Background: an optimization exercise with open tools, aiming at small area, a short achievable clock period and few clock cycles. Do not read the settings as production practice.
Where RTL was checked, it was by simulation tests only, not by an equivalence proof against the original.
No activity file was given, so power comes from the tool's default toggle rates.

==> flow/design.v (excerpt) <==
module c2mux_dp (
    input  wire        clk,
    input  wire        rst,           
    input  wire        enc_start,     
    input  wire [63:0] enc_id,        
    input  wire [3:0]  enc_idlen,
    input  wire [7:0]  enc_subid,     
    input  wire        enc_mcast,
    output wire        enc_busy,
    output wire        enc_done,
    output wire [47:0] addr,          
    output wire        addr_valid,
    output wire [2:0]  cfgerr,
    input  wire        smp_valid,
    input  wire [15:0] smp_data,      
    input  wire [31:0] thr,           
    output wire        est_done,
    output wire [39:0] sumsq,
    output wire        est_data       
);
Size in the first run: roughly 1800 cells after synthesis, about 260 flip-flops, about 0.017 mm^2 of cells after synthesis.
Settings: LEC_CHECK=0, CAP_MARGIN=20, CORE_MARGIN=2, CORE_UTILIZATION=60, CTS_BUF_LIST=sky130_fd_sc_hd__clkbuf_4 sky130_fd_sc_hd__clkbuf_8, SLEW_MARGIN=20; clock period 10.0 ns.
standard.sh (not shown) runs the stock make flow with config.mk's settings and CLKGATE_MAP_FILE= SYNTH_SCRIPT=/design/flow/synth_recipe.tcl, a recipe that flattens the netlist after the stock synthesis.
==> flow/flow/run.sh <==
#!/bin/bash
# Layout flow: the standard ORFS flow (standard.sh), with two changes to
# how the layout is made:
#  - ports are buffered with sky130_fd_sc_hd__buf_2 instead of the default
#    delay cell chosen by buffer_ports (still one buffer on every port);
#  - timing repair aims for more setup slack than the 10 ns clock needs.
# The clock period, SDC, synthesis, floorplan, power grid and tap cells are
# the standard flow's own. Each tool's output goes to the ORFS logs under orfs/logs and
# to flow.log here.
set -uo pipefail
bash standard.sh \
  BUFFER_PORTS_ARGS="-buffer_cell sky130_fd_sc_hd__buf_2" \
  SETUP_SLACK_MARGIN=6.5 \
  finish > flow.log 2>&1
st=$?
mkdir -p logs
cp -r orfs/logs/. logs/ 2>/dev/null || true
exit $st
Testbench counts at the start, summed over its fixed seeds: cycles 10,256.
Then changed:
--- a/flow/design.v
+++ b/flow/design.v
@@ -112,35 +112,34 @@
 );
     localparam CNT_W = $clog2(N_SPEECH);
     reg [CNT_W-1:0] cnt;
     reg [14:0]      y;
     reg             s;
     reg             last_r;
     reg             last_q;
     reg             clr;
     reg             rst_q;
-    reg [31:0]      thr_r;
     reg [34:0]      thr5;
     reg [39:0]      acc;
     reg [30:0] sq0;
     reg [30:0] sq1;
     wire take = smp_valid && !rst;
     wire last = (cnt == N_SPEECH - 1);
     always @(posedge clk) begin
         if (rst)
             cnt <= {CNT_W{1'b0}};
         else if (smp_valid)
             cnt <= last ? {CNT_W{1'b0}} : cnt + 1'b1;
         s      <= take && smp_data[15];
         y      <= take ? (smp_data[14:0] ^ {15{smp_data[15]}}) : 15'd0;
         last_r <= take && last;
-        thr_r  <= thr;
-        thr5   <= {3'd0, thr_r} + {1'd0, thr_r, 2'd0};
+        if (last)
+            thr5 <= {3'd0, thr} + {1'd0, thr, 2'd0};
     end
     wire [39:0] acc_in = clr ? 40'd0 : acc;
     wire fs0;
     wire fc0;
     wire fs1;
     wire fc1;
     wire fs2;
     wire fc2;
     wire fs3;
Routed wire length hardly moves.
Worst hold slack gets better by 0.038 ns.
Maximum frequency fell by 4.2%.
Total power is lower by 12%.
Synthesized area stays flat.
Setup slack loses 0.16 ns.
Sequential power drops by about 10%.
Via count grows by 1.8%.
Cell area is higher by 3.1%.
Function not checked in the second run of this note: the RTL went through the layout flow alone.

========
the reference run:
Another version of the RTL of c2mux_dp (not shown whole).
Size: roughly 1,500 cells after synthesis, about 230 I/O pins, ~15,000 µm² of cells after synthesis.
==> module c2mux_addr_enc, before the edit <==
module c2mux_addr_enc (
    input  wire        clk,
    input  wire        rst,
    input  wire        start,
    input  wire [63:0] id,
    input  wire [3:0]  idlen,
    input  wire [7:0]  subid,
    input  wire        mcast,
    output reg         busy,
    output reg         done,
    output wire [47:0] addr,
    output wire        addr_valid,
    output wire [2:0]  cfgerr
);
    function [5:0] info;
        input [7:0] c;
        input       pad;
        begin
            info = pad ? 6'b111011 : {c[6], c[4:0]};
        end
    endfunction
    function [5:0] conv;
        input [5:0] h;
        begin
            conv = h[5] ? ({1'b0, h[4:0]} + 6'd9) : {2'b00, h[3:0]};
        end
    endfunction
    function valid_char;
        input [7:0] c;
        begin
            valid_char = (c[7:4] == 4'h3 && c[3:0] <= 4'd9) ||
                         (c[7:6] == 2'b01 && c[4:0] != 5'd0 && c[4:0] <= 5'd26);
        end
    endfunction
    reg [7:0] bad_q;
    reg       sub_q;
    reg       len_q;
    integer   k;
    always @(posedge clk) begin
        for (k = 0; k < 8; k = k + 1)
            bad_q[k] <= k < idlen && !valid_char(id[8*k +: 8]);
        sub_q <= subid[7:4] != 4'd0;
        len_q <= idlen > 4'd8;
    end
    wire [1:0] chk = sub_q ? 2'd1 : len_q ? 2'd3 : (|bad_q) ? 2'd2 : 2'd0;
    reg [5:0] ring [0:6];
    reg [5:0] c;
    reg [2:0] kc;           
    reg [2:0] pc;           
    reg [3:0] sub_r;
    reg       mc_r;
    reg [1:0] err_r;
    reg       ok_r;
    wire [5:0]  h    = ring[0];
    wire [8:0]  h5   = {3'd0, h} + {1'd0, h, 2'd0};
    wire [11:0] a37  = {h, 5'd0} + {3'd0, h5};
    wire [6:0]  tl   = {1'b0, a37[5:0]} + {1'b0, c};
    wire [5:0]  ahi  = a37[11:6];
    wire [5:0]  ahi1 = ahi + 6'd1;
    wire [11:0] t    = {tl[6] ? ahi1 : ahi, tl[5:0]};
    wire        md_a = kc < pc;
    wire        md_b = kc == pc;
    wire [5:0]  out  = md_a ? t[5:0] : (md_b ? c : h);
    wire        fin  = kc == 3'd6 && pc == 3'd7;
    integer j;
    always @(posedge clk) begin
        for (j = 0; j < 6; j = j + 1)
            ring[j] <= busy ? ring[j+1] : info(id[8*(6-j) +: 8], (6 - j) >= idlen);
        ring[6] <= busy ? out : info(id[7:0], idlen == 4'd0);
        if (!busy)
            c <= conv(info(id[63:56], idlen < 4'd8));
        else if (md_a)
            c <= t[11:6];
        else if (md_b)
            c <= conv(h);
        kc <= (!busy || kc == 3'd6) ? 3'd0 : kc + 3'd1;
        if (!busy)
            pc <= 3'd0;
        else if (kc == 3'd6)
            pc <= pc + 3'd1;
        if (!busy) begin
            sub_r <= subid[3:0];
            mc_r  <= mcast;
        end
        if (busy && kc == 3'd0 && pc == 3'd0) begin
            err_r <= chk;
            ok_r  <= chk == 2'd0;
        end
        if (rst) begin
            busy <= 1'b0;
            done <= 1'b0;
        end else begin
            done <= busy && fin;
            busy <= busy ? !fin : start;
        end
    end
    assign addr = {ring[6][5:4], sub_r, 1'b1, mc_r, ring[6][3:0], ring[5],
                   ring[4], ring[3], ring[2], ring[1], ring[0]};
    assign addr_valid = ok_r;
    assign cfgerr     = {1'b0, err_r};
endmodule
Settings: LEC_CHECK=0, CAP_MARGIN=20, CORE_MARGIN=2, CORE_UTILIZATION=70, CTS_BUF_LIST=sky130_fd_sc_hd__clkbuf_16, CTS_CLUSTER_DIAMETER=100, CTS_CLUSTER_SIZE=25, SLEW_MARGIN=20, SYNTH_HIERARCHICAL=1, SYNTH_MINIMUM_KEEP_SIZE=0; clock period 10.0 ns.
==> flow/flow/run.sh <==
#!/bin/bash
# Layout flow: the standard ORFS flow (standard.sh), with two changes to
# how the layout is made:
#  - ports are buffered with sky130_fd_sc_hd__buf_1 instead of the default
#    delay cell chosen by buffer_ports (still one buffer on every port);
#  - timing repair aims for more setup slack than the 10 ns clock needs.
# The clock period, SDC, synthesis, floorplan, power grid and tap cells are
# the standard flow's own. Each tool's output goes to the ORFS logs under orfs/logs and
# to flow.log here.
set -uo pipefail
bash standard.sh \
  BUFFER_PORTS_ARGS="-buffer_cell sky130_fd_sc_hd__buf_1" \
  SETUP_SLACK_MARGIN=6.8 \
  finish > flow.log 2>&1
st=$?
mkdir -p logs
cp -r orfs/logs/. logs/ 2>/dev/null || true
exit $st
The reference run did not stop at any stage, and its layout met the timing, DRC and antenna checks.
Testbench counts of the reference run, summed over its fixed seeds: cycles 10,328.
#### Input delta (the trial run over the reference run)
-- flow/design.v --
<<< the reference run, line 33
        end
    endfunction
    reg [7:0] bad_q;
    reg       sub_q;
    reg       len_q;
    integer   k;
    always @(posedge clk) begin
        for (k = 0; k < 8; k = k + 1)
            bad_q[k] <= k < idlen && !valid_char(id[8*k +: 8]);
        sub_q <= subid[7:4] != 4'd0;
        len_q <= idlen > 4'd8;
    end
    wire [1:0] chk = sub_q ? 2'd1 : len_q ? 2'd3 : (|bad_q) ? 2'd2 : 2'd0;
    reg [5:0] ring [0:6];
    reg [5:0] c;
>>> the trial run, line 33
        end
    endfunction
    reg       bad;
    reg       bad_q;
    reg       sub_q;
    reg       len_q;
    integer   k;
    always @(*) begin
        bad = 1'b0;
        for (k = 0; k < 8; k = k + 1)
            if (k < idlen && !valid_char(id[8*k +: 8]))
                bad = 1'b1;
    end
    always @(posedge clk) begin
        bad_q <= bad;
        sub_q <= subid[7:4] != 4'd0;
        len_q <= idlen > 4'd8;
    end
    wire [1:0] chk = sub_q ? 2'd1 : len_q ? 2'd3 : bad_q ? 2'd2 : 2'd0;
    reg [5:0] ring [0:6];
    reg [5:0] c;
<<< the reference run, line 53
    reg       ok_r;
    wire [5:0]  h    = ring[0];
    wire [8:0]  h5   = {3'd0, h} + {1'd0, h, 2'd0};
    wire [11:0] a37  = {h, 5'd0} + {3'd0, h5};
    wire [6:0]  tl   = {1'b0, a37[5:0]} + {1'b0, c};
    wire [5:0]  ahi  = a37[11:6];
    wire [5:0]  ahi1 = ahi + 6'd1;
    wire [11:0] t    = {tl[6] ? ahi1 : ahi, tl[5:0]};
    wire        md_a = kc < pc;
    wire        md_b = kc == pc;
>>> the trial run, line 59
    reg       ok_r;
    wire [5:0]  h    = ring[0];
    wire ts0;
    wire tc0;
    wire ts1;
    wire tc1;
    wire ts2;
    wire tc2;
    wire ts3;
    wire tc3;
    wire ts4;
    wire tc4;
    wire ts5;
    wire tc5;
    wire ts6;
    wire tc6;
    wire [11:0] tr1;
    wire [11:0] tr2;
    assign ts0 = h[0] ^ h[3];
    assign tc0 = h[0] & h[3];
    assign ts1 = h[0] ^ h[2];
    assign tc1 = h[0] & h[2];
    assign ts2 = h[1] ^ h[3] ^ c[3];
    assign tc2 = (h[1] & h[3]) | (h[1] & c[3]) | (h[3] & c[3]);
    assign ts3 = h[2] ^ h[4] ^ c[4];
    assign tc3 = (h[2] & h[4]) | (h[2] & c[4]) | (h[4] & c[4]);
    assign ts4 = h[5] ^ c[5] ^ ts0;
    assign tc4 = (h[5] & c[5]) | (h[5] & ts0) | (c[5] & ts0);
    assign ts5 = h[1] ^ h[4] ^ tc0;
    assign tc5 = (h[1] & h[4]) | (h[1] & tc0) | (h[4] & tc0);
    assign ts6 = h[2] ^ h[5];
    assign tc6 = h[2] & h[5];
    assign tr1 = {1'b0, h[5], h[4], h[3], ts6, tc4, tc3, tc2, tc1, c[2], h[1], h[0]};
    assign tr2 = {1'b0, 1'b0, 1'b0, tc6, tc5, ts5, ts4, ts3, ts2, ts1, c[1], c[0]};
    wire [11:0] t    = tr1 + tr2;
    wire        md_a = kc < pc;
    wire        md_b = kc == pc;
Findings:
On sequential power, the trial run and the reference run are neck and neck.
The reference run has higher register-to-register slack than the trial run.
In the trial run relative to the reference run, via count had gone up slightly.
Diff the reference run -> the trial run: overall power consumption went down by 59 µW; number of synthesized register bits saw a decrease; combinational share of power fell 0.7 points; sequential cell count now smaller; longest individual stage delay on the worst path -0.03 ns.
Sequential share of layout area: the trial run vs the reference run down 0.85 points
Compared with the reference run, the trial run shows critical path depth higher by 9.
| global-route wire length before repair | the trial run vs the reference run | better |
Comparing the trial run with the reference run, the utilization after layout came out essentially unchanged.
In the reports for the trial run and the reference run, the smaller max-slew headroom at the worst pin belongs to the reference run.
Function not checked in the trial run: the RTL went through the layout flow alone.

## afterwards: timing with drivers on the ports
In the flow no input, the clock included, has a driving cell. The finished layouts below were timed again as built, in two steps.
Step 1 (the two cells are an assumption about what drives the block):
set clk [get_ports {clk}]
set_driving_cell -lib_cell sky130_fd_sc_hd__clkbuf_16 $clk
set_driving_cell -lib_cell sky130_fd_sc_hd__buf_2 [delete_from_list [all_inputs] $clk]
Step 2, shift: input delay + t, output delay - t, t = (earliest + latest rising clock arrival at the registers) / 2. This alone moves slack from input paths to output paths.
Slacks: ideal / step 1 / step 2; pairs: ideal / step 1.
| run | shift t [ns] | setup WS [ns] | worst register clock-pin slew, ns | worst slew at a driven data input, ns | cell pins on the clock port's net |
|---|---|---|---|---|---|
| the first run of note 1 | 0.609 | 6.412 / 6.412 / 6.131 | 0.07 / 0.07 | 0.07 | 1 |
| the second run of note 1 | 0.589 | 6.254 / 6.241 / 5.652 | 0.07 / 0.07 | 0.06 | 1 |
| the reference run | 0.532 | 6.857 / 6.809 / 6.479 | 0.10 / 0.10 | 0.07 | 1 |
| the trial run | 0.538 | 6.811 / 6.793 / 6.364 | 0.11 / 0.11 | 0.06 | 1 |
After both steps every run listed still meets setup and hold. For the second run of note 1, which loses most, drivers alone change the setup slack by -0.013 ns; drivers and shift together by -0.602 ns.
